Source: an optimization exercise on an open RTL-to-GDS flow (aim: small area). Production flows keep margins and buffers that such runs may drop. RTL that was checked went through simulation tests only; none was proved equivalent to the original. Power is estimated from default activity; no workload was simulated.

## before
Design stepper_sequencer, start of the top module:
module stepper_sequencer (
    input  wire        clk,
    input  wire        rst,           
    input  wire        cmd_valid,
    output wire        cmd_ready,
    input  wire [47:0] cmd,
    output wire        rsp_valid,
    output wire [39:0] rsp,
    output reg         ser_latch,
    output reg         ser_data,
    output reg         ser_clk,
    output wire [7:0]  duty_a1,
    output wire [7:0]  duty_b1,
    output wire [7:0]  duty_a2,
    output wire [7:0]  duty_b2,
    output wire        delay_req,
    output wire [31:0] delay_ms,
    input  wire        delay_ack
);
Size: ~280 flip-flops, roughly 160 I/O pins, roughly 0.0099 sq mm of cells after synthesis.
clock: 22.0 ns
lec_check: 0
cap_margin: 20
core_margin: 2
core_utilization: 65
place_density: 0.75
slew_margin: 20
standard.sh (not shown) runs the stock make flow with config.mk's settings and CLKGATE_MAP_FILE= SYNTH_SCRIPT=/design/flow/synth_recipe.tcl, a recipe that flattens the netlist after the stock synthesis.
==> flow/flow/run.sh <==
#!/bin/bash
# Own layout flow: the standard ORFS flow, with
#  - synthesis by the standard flow's own script (synth_recipe.tcl, unchanged), except that
#    ABC maps the logic with an area-oriented script (flow/area.abc); ABC runs
#    after the flip-flops are mapped, so the registers are those of the
#    standard synthesis; the adder cells are left to ABC too (no ADDER_MAP_FILE),
#  - port buffers of the smallest buffer cell (every port still gets its buffer),
#  - one tie cell per constant instead of one per constant load,
#  - a clock tree without dummy loads, built from clkbuf_8 clusters of at most 14 sinks.
# The full make output goes to run_make.log in the work folder; ORFS's own
# per-step logs stay under orfs/logs.
set -euo pipefail
W=$(pwd)
{
  cat <<EOF
proc abc {args} {
  set i [lsearch -exact \$args -script]
  if { \$i >= 0 } { lset args [expr {\$i + 1}] $W/flow/area.abc }
  yosys abc {*}\$args
}
EOF
  cat "$W/synth_recipe.tcl"
} > "$W/own_synth.tcl"
CTS="-sink_clustering_enable -repair_clock_nets -dont_use_dummy_load -buf_list sky130_fd_sc_hd__clkbuf_8 -sink_clustering_size 14 -sink_clustering_max_diameter 60"
bash standard.sh \
  "SYNTH_SCRIPT=$W/own_synth.tcl" \
  "BUFFER_PORTS_ARGS=-buffer_cell sky130_fd_sc_hd__buf_1" \
  "CTS_ARGS=$CTS" \
  SKIP_REPAIR_TIE_FANOUT=1 \
  ADDER_MAP_FILE= \
  finish > run_make.log 2>&1
==> flow/flow/area.abc <==
strash
&get -n
&deepsyn -J 200
&put
dch -f
amap -m
topo
before: full flow OK, the timing, design-rule and antenna checks passed
The following lists how after was set up differently from before:
==> flow/flow/area.abc <==
strash
&get -n
&deepsyn -J 50
&put
dch -f
amap -m
topo
[summary]
Going from before to after, multi-input combinational cell area now larger; total met2 wirelength after detailed routing fell by 9.7%; filler-free cell count of the finished design up about 3.3%. after vs before: count of cells along the worst register-to-register path up in after. Delta (after minus before): global-route wire length before repair lower, combinational group share of total power lower, total power lower. Every run (before and after) finished clean. Diff before and after: sequential share of layout area higher in before. The run with more setup slack is after; before has less.


main:
Another version of the RTL of stepper_sequencer (not shown whole).
Size: about 160 I/O pins, ~0.012 mm^2 of cells after synthesis.
export LEC_CHECK = 0
export CAP_MARGIN = 20
export CORE_MARGIN = 2
export CORE_UTILIZATION = 65
export PLACE_DENSITY = 0.75
export SLEW_MARGIN = 20
create_clock -name core_clock -period 22.0 [get_ports {clk}]
==> flow/flow/run.sh <==
#!/bin/bash
# Own layout flow: the standard ORFS flow, with
#  - port buffers of the smallest buffer cell (every port still gets its buffer),
#  - a clock tree without dummy loads, built from clkbuf_8 clusters of at most 14 sinks.
# The full make output goes to run_make.log in the work folder; ORFS's own
# per-step logs stay under orfs/logs.
set -euo pipefail
CTS="-sink_clustering_enable -repair_clock_nets -dont_use_dummy_load -buf_list sky130_fd_sc_hd__clkbuf_8 -sink_clustering_size 14 -sink_clustering_max_diameter 60"
bash standard.sh \
  "BUFFER_PORTS_ARGS=-buffer_cell sky130_fd_sc_hd__buf_1" \
  "CTS_ARGS=$CTS" \
  finish > run_make.log 2>&1
The following lists how the feature branch was set up differently from main:
==> flow/flow/run.sh <==
#!/bin/bash
# Own layout flow: the standard ORFS flow, with
#  - port buffers of the smallest buffer cell (every port still gets its buffer),
#  - a clock tree without dummy loads, built from clkbuf_16 clusters of at most 24 sinks.
# The full make output goes to run_make.log in the work folder; ORFS's own
# per-step logs stay under orfs/logs.
set -euo pipefail
CTS="-sink_clustering_enable -repair_clock_nets -dont_use_dummy_load -buf_list sky130_fd_sc_hd__clkbuf_16 -sink_clustering_size 24 -sink_clustering_max_diameter 80"
bash standard.sh \
  "BUFFER_PORTS_ARGS=-buffer_cell sky130_fd_sc_hd__buf_1" \
  "CTS_ARGS=$CTS" \
  finish > run_make.log 2>&1
### Flow results
When the final numbers for main and the feature branch were put side by side, the part of the total power dissipated in the clock network turned out to be greater in the feature branch. Against main, the feature branch comes in 0.85 points higher on global-route met2 utilization. Clock-cell share of area delta for the feature branch relative to main: 0.34 points higher. The feature branch vs. main: maximum number of pins on one net before global-route repair held; via-per-instance ratio shows an increase of about 0.7%; summed area of non-filler cells in the final layout higher; power went up by about 1.7%. The feature branch -> main: global placer's final weighted congestion delta 0, exact match. In the feature branch, flip-flop and latch share of the layout cell area is lower than in main. [the feature branch] total length of routed met3 wires fell about 16% relative to main.
No functional check of the RTL was part of any run of this note.


v20:
stepper_sequencer, a different RTL version from the one above (not shown whole).
Size: about 1100 cells after synthesis.
clock: 22.0 ns
lec_check: 0
abc_area: 1
cap_margin: 20
core_margin: 2
core_utilization: 65
place_density: 0.75
slew_margin: 20
==> flow/flow/run.sh <==
#!/bin/bash
# Own layout flow: the standard ORFS flow, with
#  - port buffers of the smallest buffer cell (every port still gets its buffer),
#  - one tie cell per constant instead of one per constant load,
#  - a clock tree without dummy loads, built from clkbuf_8 clusters of at most 14 sinks.
# The full make output goes to run_make.log in the work folder; ORFS's own
# per-step logs stay under orfs/logs.
set -euo pipefail
CTS="-sink_clustering_enable -repair_clock_nets -dont_use_dummy_load -buf_list sky130_fd_sc_hd__clkbuf_8 -sink_clustering_size 14 -sink_clustering_max_diameter 60"
bash standard.sh \
  "BUFFER_PORTS_ARGS=-buffer_cell sky130_fd_sc_hd__buf_1" \
  "CTS_ARGS=$CTS" \
  SKIP_REPAIR_TIE_FANOUT=1 \
  finish > run_make.log 2>&1
### v20 -> v35
# v20
export LEC_CHECK = 0
export ABC_AREA = 1
export CAP_MARGIN = 20
export CORE_MARGIN = 2
export CORE_UTILIZATION = 65
export PLACE_DENSITY = 0.75
export SLEW_MARGIN = 20
create_clock -name core_clock -period 22.0 [get_ports {clk}]
# v35
export LEC_CHECK = 0
export ABC_AREA = 1
export CAP_MARGIN = 20
export CORE_MARGIN = 2
export CORE_UTILIZATION = 75
export PLACE_DENSITY = 0.85
export SLEW_MARGIN = 20
create_clock -name core_clock -period 22.0 [get_ports {clk}]
==> flow/flow/run.sh <==
#!/bin/bash
# Own layout flow: the standard ORFS flow, with
#  - port buffers of the smallest buffer cell (every port still gets its buffer),
#  - one tie cell per constant instead of one per constant load,
#  - a clock tree without dummy loads, built from clkbuf_8 clusters of at most 16 sinks.
# The full make output goes to run_make.log in the work folder; ORFS's own
# per-step logs stay under orfs/logs.
set -euo pipefail
CTS="-sink_clustering_enable -repair_clock_nets -dont_use_dummy_load -buf_list sky130_fd_sc_hd__clkbuf_8 -sink_clustering_size 16 -sink_clustering_max_diameter 50"
bash standard.sh \
  "BUFFER_PORTS_ARGS=-buffer_cell sky130_fd_sc_hd__buf_1" \
  "CTS_ARGS=$CTS" \
  SKIP_REPAIR_TIE_FANOUT=1 \
  finish > run_make.log 2>&1
## What came out
Compared with v20, in v35 ratio of final minimum period to clock period essentially unchanged; worst setup slack decreased 0.0041 ns; routed length on met3 increased 540 um; total wire length increased 8.0%.
v35: synthesis-to-finish area growth lower than v20
Power: v35 draws more than v20
Amount of wire on met2 after detailed routing | v35 above v20
Across both runs, register-to-register slack was higher for v35 than for v20.
#### Input delta (v23 over v35)
# v35
export LEC_CHECK = 0
export ABC_AREA = 1
export CAP_MARGIN = 20
export CORE_MARGIN = 2
export CORE_UTILIZATION = 75
export PLACE_DENSITY = 0.85
export SLEW_MARGIN = 20
create_clock -name core_clock -period 22.0 [get_ports {clk}]
# v23
export LEC_CHECK = 0
export ABC_AREA = 1
export CAP_MARGIN = 20
export CORE_MARGIN = 2
export CORE_UTILIZATION = 65
export GPL_ROUTABILITY_DRIVEN = 0
export GPL_TIMING_DRIVEN = 0
export PLACE_DENSITY = 0.75
export SLEW_MARGIN = 20
create_clock -name core_clock -period 22.0 [get_ports {clk}]
==> flow/flow/run.sh <==
#!/bin/bash
# Own layout flow: the standard ORFS flow, with
#  - port buffers of the smallest buffer cell (every port still gets its buffer),
#  - one tie cell per constant instead of one per constant load,
#  - synthesis buffers removed at floorplan (repair_design re-buffers as needed),
#  - a clock tree without dummy loads, built from clkbuf_8 clusters of at most 14 sinks.
# The full make output goes to run_make.log in the work folder; ORFS's own
# per-step logs stay under orfs/logs.
set -euo pipefail
CTS="-sink_clustering_enable -repair_clock_nets -dont_use_dummy_load -buf_list sky130_fd_sc_hd__clkbuf_8 -sink_clustering_size 14 -sink_clustering_max_diameter 60"
bash standard.sh \
  "BUFFER_PORTS_ARGS=-buffer_cell sky130_fd_sc_hd__buf_1" \
  "CTS_ARGS=$CTS" \
  SKIP_REPAIR_TIE_FANOUT=1 \
  REMOVE_ABC_BUFFERS=1 \
  finish > run_make.log 2>&1
Results
Diff v35 -> v23 | wire length on met3 | down by more than 10%
The vias per cell of v23 is lower than that of v35.
v23 has completed all stages; timing, DRC and antenna checks passed.
From v35 to v23 the numbers moved as follows: count of standard-cell rows grew by 4; core utilization decreased by 12 points relative to the old numbers; portion of the clock cycle consumed by the worst path in the final layout +1.6 points.
Looking at total power after layout, v23 sits 18 uW lower than v35 does.

static timing again, ports no longer ideal:
In the flow no input, the clock included, has a driving cell. The finished layouts below were timed again as built, in two steps. Step 1 sets driving cells, clkbuf_16 on the clock port and buf_2 on the other inputs (assumed; they add their load-dependent delay and slew). Step 2 moves the port delays by t, midway between the first and last clock arrival at a register: inputs arrive t later, outputs are due t later. That takes back most of the time a late clock gives input paths. Slacks: no drivers / after step 1 / after step 2; pairs: no drivers / after step 1.
| run | t (ns) | setup WS [ns] | hold WS [ns] | worst slew at a driven data input, ns |
|---|---|---|---|---|
| before | 0.566 | 14.314 / 14.277 / 14.023 | 0.327 / 0.327 / 0.327 | 0.04 |
| after | 0.552 | 14.321 / 14.339 / 13.787 | 0.307 / 0.307 / 0.307 | 0.03 |
| main | 0.569 | 15.339 / 15.301 / 15.015 | 0.309 / 0.309 / 0.309 | 0.04 |
| the feature branch | 0.513 | 15.366 / 15.324 / 15.013 | 0.312 / 0.312 / 0.312 | 0.04 |
| v20 | 0.572 | 14.852 / 14.813 / 15.385 | 0.326 / 0.326 / 0.326 | 0.06 |
| v35 | 0.571 | 14.848 / 14.805 / 15.376 | 0.301 / 0.301 / 0.301 | 0.04 |
| v23 | 0.546 | 14.495 / 14.457 / 15.004 | 0.308 / 0.308 / 0.308 | 0.08 |
After both steps every run listed still meets setup and hold. For after, which loses most, drivers alone change the setup slack by +0.018 ns; drivers and shift together by -0.534 ns.
